From an optimization exercise on the open Yosys and OpenROAD flow, aimed at small area, a short achievable clock period and few clock cycles; shortcuts taken in it are not production practice.
At most, simulation tests tie the RTL to the original design; equivalence was not proved.

==> inputs of run X <==
## l2d_stack_alu
module l2d_stack_alu (
    input  wire        clk,
    input  wire        rst,           
    input  wire        in_valid,
    output wire        in_ready,
    input  wire [3:0]  in_arg,        
    input  wire [12:0] in_sp,         
    input  wire [31:0] in_a,          
    input  wire [31:0] in_b,          
    output reg         out_valid,
    input  wire        out_ready,
    output reg  [2:0]  out_fault,     
    output reg  [12:0] out_sp,        
    output reg  [1:0]  out_wr,        
    output reg  [31:0] out_top,       
    output reg  [31:0] out_next       
);
    localparam [3:0] OP_SUB  = 4'd0,  OP_ADD = 4'd1, OP_MUL  = 4'd2, OP_DIV = 4'd3,
                     OP_MOD  = 4'd4,  OP_AND = 4'd5, OP_OR   = 4'd6, OP_NOT = 4'd7,
                     OP_POP  = 4'd8,  OP_SWAP = 4'd9, OP_DUP = 4'd10;
    localparam [2:0] F_NONE = 3'd0, F_BADINPUT = 3'd2, F_UNDERFLOW = 3'd5,
                     F_DIVZERO = 3'd6, F_OOB = 3'd7;
    reg        v0;           
    reg        it0;          
    reg [3:0]  op0;
    reg [12:0] sp0;
    reg [32:0] ra;           
    reg [31:0] rb;           
    reg [3:0]  cnt;          
    reg        qk;           
    reg        az;           
    reg        qneg, rneg;   
    reg        v1;
    reg [31:0] x1;           
    reg [31:0] y1;
    reg        c1, inv1, usey1;
    reg [2:0]  f1;
    reg [12:0] sp1;
    reg [1:0]  wr1;
    wire s1_free  = !v1 || out_ready;
    reg [31:0] ua, ub;
    reg        oa, ob;
    integer    i;
    always @(*) begin
        oa = 1'b0; ob = 1'b0;
        for (i = 0; i < 32; i = i + 1) begin
            ua[i] = in_a[i] ^ (in_a[31] & oa);
            ub[i] = in_b[i] ^ (in_b[31] & ob);
            oa = oa | in_a[i];
            ob = ob | in_b[i];
        end
    end
    reg [5:0] la, lb;
    always @(*) begin
        la = 6'd0; lb = 6'd0;
        for (i = 0; i < 32; i = i + 1) begin
            if (ua[i]) la = i + 1;
            if (ub[i]) lb = i + 1;
        end
    end
    wire [5:0]  ldiff  = lb - la;
    wire        quick  = ldiff[5];              
    wire [3:0]  half   = ldiff[4:1];            
    wire [32:0] dshift = {ua, 1'b0} << {half, 1'b0};
    wire        in_div = (in_arg == OP_DIV) || (in_arg == OP_MOD);
    wire sp_ge1 = (sp0 != 13'd0);
    wire sp_ge2 = (sp0[12:1] != 12'd0);
    wire is_mod = (op0 == OP_MOD);
    wire [12:0] sp_dec = sp0 - 13'd1;
  ...
Settings: LEC_CHECK=0, ABC_AREA=1, CAP_MARGIN=20, CORE_MARGIN=2, CORE_UTILIZATION=40, SETUP_SLACK_MARGIN=4.0, SLEW_MARGIN=20; clock period 10.0 ns.
run.sh (not shown) runs the stock make flow with config.mk's settings and CLKGATE_MAP_FILE= SYNTH_SCRIPT=/design/flow/synth_recipe.tcl, a recipe that flattens the netlist after the stock synthesis.
==> run P (differences from run X) <==
--- a/flow/design.v
+++ b/flow/design.v
@@ -25,48 +25,23 @@
     reg [3:0]  op0;
     reg [12:0] sp0;
     reg [32:0] ra;           
     reg [31:0] rb;           
     reg [3:0]  cnt;          
-    reg        qk;           
-    reg        az;           
-    reg        qneg, rneg;   
+    reg        qneg, rneg;
     reg        v1;
     reg [31:0] x1;           
     reg [31:0] y1;
     reg        c1, inv1, usey1;
     reg [2:0]  f1;
     reg [12:0] sp1;
     reg [1:0]  wr1;
     wire s1_free  = !v1 || out_ready;
-    reg [31:0] ua, ub;
-    reg        oa, ob;
-    integer    i;
-    always @(*) begin
-        oa = 1'b0; ob = 1'b0;
-        for (i = 0; i < 32; i = i + 1) begin
-            ua[i] = in_a[i] ^ (in_a[31] & oa);
-            ub[i] = in_b[i] ^ (in_b[31] & ob);
-            oa = oa | in_a[i];
-            ob = ob | in_b[i];
-        end
-    end
-    reg [5:0] la, lb;
-    always @(*) begin
-        la = 6'd0; lb = 6'd0;
-        for (i = 0; i < 32; i = i + 1) begin
-            if (ua[i]) la = i + 1;
-            if (ub[i]) lb = i + 1;
-        end
-    end
-    wire [5:0]  ldiff  = lb - la;
-    wire        quick  = ldiff[5];              
-    wire [3:0]  half   = ldiff[4:1];            
-    wire [32:0] dshift = {ua, 1'b0} << {half, 1'b0};
-    wire        in_div = (in_arg == OP_DIV) || (in_arg == OP_MOD);
     wire sp_ge1 = (sp0 != 13'd0);
     wire sp_ge2 = (sp0[12:1] != 12'd0);
+    wire a_zero = (ra[31:0] == 32'd0);
+    wire is_div = (op0 == OP_DIV) || (op0 == OP_MOD);
     wire is_mod = (op0 == OP_MOD);
     wire [12:0] sp_dec = sp0 - 13'd1;
     reg  [2:0]  d_fault;
     reg  [12:0] d_sp;
     reg  [1:0]  d_wr;
@@ -918,11 +893,11 @@
                 end
             end
             OP_DIV, OP_MOD: begin
                 if (!sp_ge1)
                     d_fault = F_UNDERFLOW;
-                else if (az)
+                else if (a_zero)
                     d_fault = F_DIVZERO;
                 else if (!sp_ge2)
                     d_fault = F_UNDERFLOW;
                 else
                     d_div = 1'b1;
@@ -961,74 +936,109 @@
                 end
             end
             default: d_fault = F_BADINPUT;    
         endcase
     end
+    reg [31:0] ua, ub;
+    reg        oa, ob;
+    integer    i;
+    always @(*) begin
+        oa = 1'b0; ob = 1'b0;
+        for (i = 0; i < 32; i = i + 1) begin
+            ua[i] = ra[i] ^ (ra[31] & oa);
+            ub[i] = rb[i] ^ (rb[31] & ob);
+            oa = oa | ra[i];
+            ob = ob | rb[i];
+        end
+    end
+    reg [5:0] la, lb;
+    always @(*) begin
+        la = 6'd0; lb = 6'd0;
+        for (i = 0; i < 32; i = i + 1) begin
+            if (ua[i]) la = i + 1;
+            if (ub[i]) lb = i + 1;
+        end
+    end
+    wire [5:0]  ldiff  = lb - la;
+    wire        quick  = ldiff[5];              
+    wire [3:0]  half   = ldiff[4:1];            
+    wire [32:0] dshift = {ua, 1'b0} << {half, 1'b0};
     wire [33:0] t1  = {2'b00, rb} - {1'b0, ra};
     wire        q1  = !t1[33];
     wire [31:0] r1  = q1 ? t1[31:0] : rb;
     wire [33:0] t2  = {2'b00, r1} - {2'b00, ra[32:1]};
     wire        q2  = !t2[33];
     wire [31:0] r2  = q2 ? t2[31:0] : r1;
-    wire [31:0] qn  = {it0 ? x1[29:0] : 30'd0, q1, q2};
+    wire [31:0] qn  = {x1[29:0], q1, q2};
     wire        last = (cnt == 4'd0);
-    wire s0_go   = v0 && s1_free;                  
-    wire div_it  = s0_go && d_div && !qk;          
-    wire div_qk  = s0_go && d_div && qk;           
-    wire s0_adv  = s0_go && (!d_div || qk || last);
+    wire s0_go   = v0 && s1_free;                           
+    wire s0_prep = s0_go && !it0 && d_div;
+    wire s0_adv  = s0_go && (it0 ? last : (!d_div || quick));
     assign in_ready = !v0 || s0_adv;
     wire accept  = in_valid && in_ready;
     always @(posedge clk) begin
         if (rst) begin
-            v0 <= 1'b0;
-        end else if (accept) begin
-            v0 <= 1'b1;
-        end else if (s0_adv) begin
-            v0 <= 1'b0;
+            v0  <= 1'b0;
+            it0 <= 1'b0;
+        end else begin
+            if (accept) begin
+                v0  <= 1'b1;
+                it0 <= 1'b0;
+            end else if (s0_adv) begin
+                v0  <= 1'b0;
+                it0 <= 1'b0;
+            end else if (s0_prep) begin
+                it0 <= 1'b1;
+            end
         end
         if (accept) begin
-            it0  <= 1'b0;
-            op0  <= in_arg;
-            sp0  <= in_sp;
-            ra   <= in_div ? dshift : {1'b0, in_a};
-            rb   <= in_div ? ub : in_b;
+            op0 <= in_arg;
+            sp0 <= in_sp;
+            ra  <= {1'b0, in_a};
+            rb  <= in_b;
+        end else if (s0_prep) begin
+            ra   <= dshift;
+            rb   <= ub;
             cnt  <= half;
-            qk   <= quick;
-            az   <= (in_a == 32'd0);
-            qneg <= in_a[31] ^ in_b[31];
-            rneg <= in_b[31];
-        end else if (div_it) begin
-            it0  <= 1'b1;
-            ra   <= {2'b00, ra[32:2]};
-            rb   <= r2;
-            cnt  <= cnt - 4'd1;
+            qneg <= ra[31] ^ rb[31];
+            rneg <= rb[31];
+        end else if (v0 && it0) begin
+            ra  <= {2'b00, ra[32:2]};
+            rb  <= r2;
+            cnt <= cnt - 4'd1;
         end
     end
     always @(posedge clk) begin
         if (rst) begin
             v1 <= 1'b0;
         end else if (s0_adv) begin
             v1 <= 1'b1;
         end else if (out_ready) begin
             v1 <= 1'b0;
         end
-        if (div_it) begin
-            x1 <= (last && is_mod) ? r2 : qn;
-            inv1  <= is_mod ? rneg : qneg;
-            c1    <= is_mod ? rneg : qneg;
-            usey1 <= 1'b0;
-            f1    <= F_NONE;
-            sp1   <= sp_dec;
-            wr1   <= 2'b01;
-        end else if (div_qk) begin
-            x1    <= is_mod ? rb : 32'd0;
-            inv1  <= is_mod & rneg;
-            c1    <= is_mod & rneg;
-            usey1 <= 1'b0;
-            f1    <= F_NONE;
-            sp1   <= sp_dec;
-            wr1   <= 2'b01;
+        if (v0 && it0) begin
+            x1 <= qn;
+            if (last) begin
+                if (is_mod) x1 <= r2;
+                inv1  <= is_mod ? rneg : qneg;
+                c1    <= is_mod ? rneg : qneg;
+                usey1 <= 1'b0;
+                f1    <= F_NONE;
+                sp1   <= sp_dec;
+                wr1   <= 2'b01;
+            end
+        end else if (s0_prep) begin
+            x1 <= 32'd0;
+            if (quick) begin
+                if (is_mod) x1 <= rb;
+                inv1  <= 1'b0;
+                c1    <= 1'b0;
+                usey1 <= 1'b0;
+                f1    <= F_NONE;
+                sp1   <= sp_dec;
+                wr1   <= 2'b01;
+            end
         end else if (s0_adv) begin
             x1    <= d_x;
             y1    <= d_y;
             c1    <= d_c;
             inv1  <= 1'b0;
SETUP_SLACK_MARGIN = 3.0   (was 4.0)
==> run Z (differences from run X) <==
--- a/flow/design.v
+++ b/flow/design.v
@@ -48,19 +48,55 @@
             ub[i] = in_b[i] ^ (in_b[31] & ob);
             oa = oa | in_a[i];
             ob = ob | in_b[i];
         end
     end
-    reg [5:0] la, lb;
+    wire [31:0] xa = in_a ^ {32{in_a[31]}};
+    wire [31:0] xb = in_b ^ {32{in_b[31]}};
+    reg         ta, tb;      
     always @(*) begin
-        la = 6'd0; lb = 6'd0;
-        for (i = 0; i < 32; i = i + 1) begin
-            if (ua[i]) la = i + 1;
-            if (ub[i]) lb = i + 1;
+        ta = 1'b1; tb = 1'b1;
+        for (i = 0; i < 31; i = i + 1) begin
+            ta = ta & (xa[i] | !xa[i + 1]);
+            tb = tb & (xb[i] | !xb[i + 1]);
         end
     end
-    wire [5:0]  ldiff  = lb - la;
+    wire        pa = in_a[31] & ta;
+    wire        pb = in_b[31] & tb;
+    function [5:0] lead32;       
+        input [31:0] x;
+        reg [15:0] v1; reg [7:0] v2; reg [3:0] v3; reg [1:0] v4;
+        reg [15:0] p1; reg [15:0] p2; reg [11:0] p3; reg [7:0] p4;
+        integer k;
+        begin
+            for (k = 0; k < 16; k = k + 1) begin
+                v1[k] = x[2*k+1] | x[2*k];
+                p1[k] = x[2*k+1];
+            end
+            for (k = 0; k < 8; k = k + 1) begin
+                v2[k] = v1[2*k+1] | v1[2*k];
+                p2[2*k+1] = v1[2*k+1];
+                p2[2*k]   = v1[2*k+1] ? p1[2*k+1] : p1[2*k];
+            end
+            for (k = 0; k < 4; k = k + 1) begin
+                v3[k] = v2[2*k+1] | v2[2*k];
+                p3[3*k+2]        = v2[2*k+1];
+                p3[3*k +: 2]     = v2[2*k+1] ? p2[2*(2*k+1) +: 2] : p2[2*(2*k) +: 2];
+            end
+            for (k = 0; k < 2; k = k + 1) begin
+                v4[k] = v3[2*k+1] | v3[2*k];
+                p4[4*k+3]        = v3[2*k+1];
+                p4[4*k +: 3]     = v3[2*k+1] ? p3[3*(2*k+1) +: 3] : p3[3*(2*k) +: 3];
+            end
+            lead32 = {v4[1] | v4[0], v4[1], v4[1] ? p4[7:4] : p4[3:0]};
+        end
+    endfunction
+    wire [5:0]  lda = lead32(xa);
+    wire [5:0]  ldb = lead32(xb);
+    wire [5:0]  ea = lda[5] ? {1'b0, lda[4:0]} + 6'd1 + {5'd0, pa} : {5'd0, pa};
+    wire [5:0]  eb = ldb[5] ? {1'b0, ldb[4:0]} + 6'd1 + {5'd0, pb} : {5'd0, pb};
+    wire [5:0]  ldiff  = eb - ea;
     wire        quick  = ldiff[5];              
     wire [3:0]  half   = ldiff[4:1];            
     wire [32:0] dshift = {ua, 1'b0} << {half, 1'b0};
     wire        in_div = (in_arg == OP_DIV) || (in_arg == OP_MOD);
     wire sp_ge1 = (sp0 != 13'd0);
@@ -963,14 +999,16 @@
             default: d_fault = F_BADINPUT;    
         endcase
     end
     wire [33:0] t1  = {2'b00, rb} - {1'b0, ra};
     wire        q1  = !t1[33];
-    wire [31:0] r1  = q1 ? t1[31:0] : rb;
-    wire [33:0] t2  = {2'b00, r1} - {2'b00, ra[32:1]};
-    wire        q2  = !t2[33];
-    wire [31:0] r2  = q2 ? t2[31:0] : r1;
+    wire [33:0] t2a = {2'b00, t1[31:0]} - {2'b00, ra[32:1]};    
+    wire [33:0] t2b = {2'b00, rb} - {2'b00, ra[32:1]};          
+    wire        q2a = !t2a[33];
+    wire        q2b = !t2b[33];
+    wire        q2  = q1 ? q2a : q2b;
+    wire [31:0] r2  = q1 ? (q2a ? t2a[31:0] : t1[31:0]) : (q2b ? t2b[31:0] : rb);
     wire [31:0] qn  = {it0 ? x1[29:0] : 30'd0, q1, q2};
     wire        last = (cnt == 4'd0);
     wire s0_go   = v0 && s1_free;                  
     wire div_it  = s0_go && d_div && !qk;          
     wire div_qk  = s0_go && d_div && qk;           
==> results.cfg <==
[final_layout]
area_delta_synth_final_pct = 17.57
non_clock_inverter_count = 546
area_share_nonclk_buffers_pct = 11.16

[status]
outcome = no timing/DRC/antenna violations

[logic_synthesis]
yosys_register_bits = 176
Source of the figures above: run P

==> results.cfg <==
[status]
outcome = no timing/DRC/antenna violations

[logic_synthesis]
synth_xor_area_share_pct = 6.959
yosys_register_bits = 178

[timing]
hold_ws_ns = 0.4693

[final_layout]
area_delta_synth_final_pct = 20.09
area_share_nonclk_buffers_pct = 11.74
non_clock_inverter_count = 695
Source of the figures above: run Z

==> results.cfg <==
[route]
viasPerCell = 6.135

[status]
outcome = no timing/DRC/antenna violations

[placed_design]
gp_congestion = 1.008

[final_layout]
area_delta_synth_final_pct = 35.50
non_clock_inverter_count = 612
area_share_nonclk_buffers_pct = 16.40

[logic_synthesis]
yosys_register_bits = 178
Source of the figures above: run X

Testbench counts of run X, summed over its fixed seeds: cycles 33,034.
Testbench counts of run Z, summed over its fixed seeds: cycles 33,034.
Only the layout flow was run in run P; the RTL was not checked for function there.

-- re-timing with driven ports --
The results above use ideal ports. As a check the final layouts listed here were re-extracted and re-timed, cells and wires unchanged.
Step 1 assumes that a clkbuf_16 drives the clock port and a buf_2 every other input.
Step 2 moves the port delays by t, midway between the first and last clock arrival at a register: inputs arrive t later, outputs are due t later. That takes back most of the time a late clock gives input paths.
Slacks: ideal ports / drivers / drivers and shift; pairs: ideal ports / drivers.
run | t (ns) | setup WS [ns] | hold slack, ns | pins driven straight from the clock port
run X | 0.573 | 3.594 / 3.535 / 3.170 | 0.485 / 0.485 / 0.485 | 1
run P | 0.554 | 2.708 / 2.649 / 3.082 | 0.539 / 0.539 / 0.539 | 1
run Z | 0.567 | 3.969 / 3.969 / 3.637 | 0.469 / 0.469 / 0.469 | 1
After both steps setup and hold are still met in every run listed. For run X, which loses most, drivers alone change the setup slack by -0.059 ns; drivers and shift together by -0.424 ns.
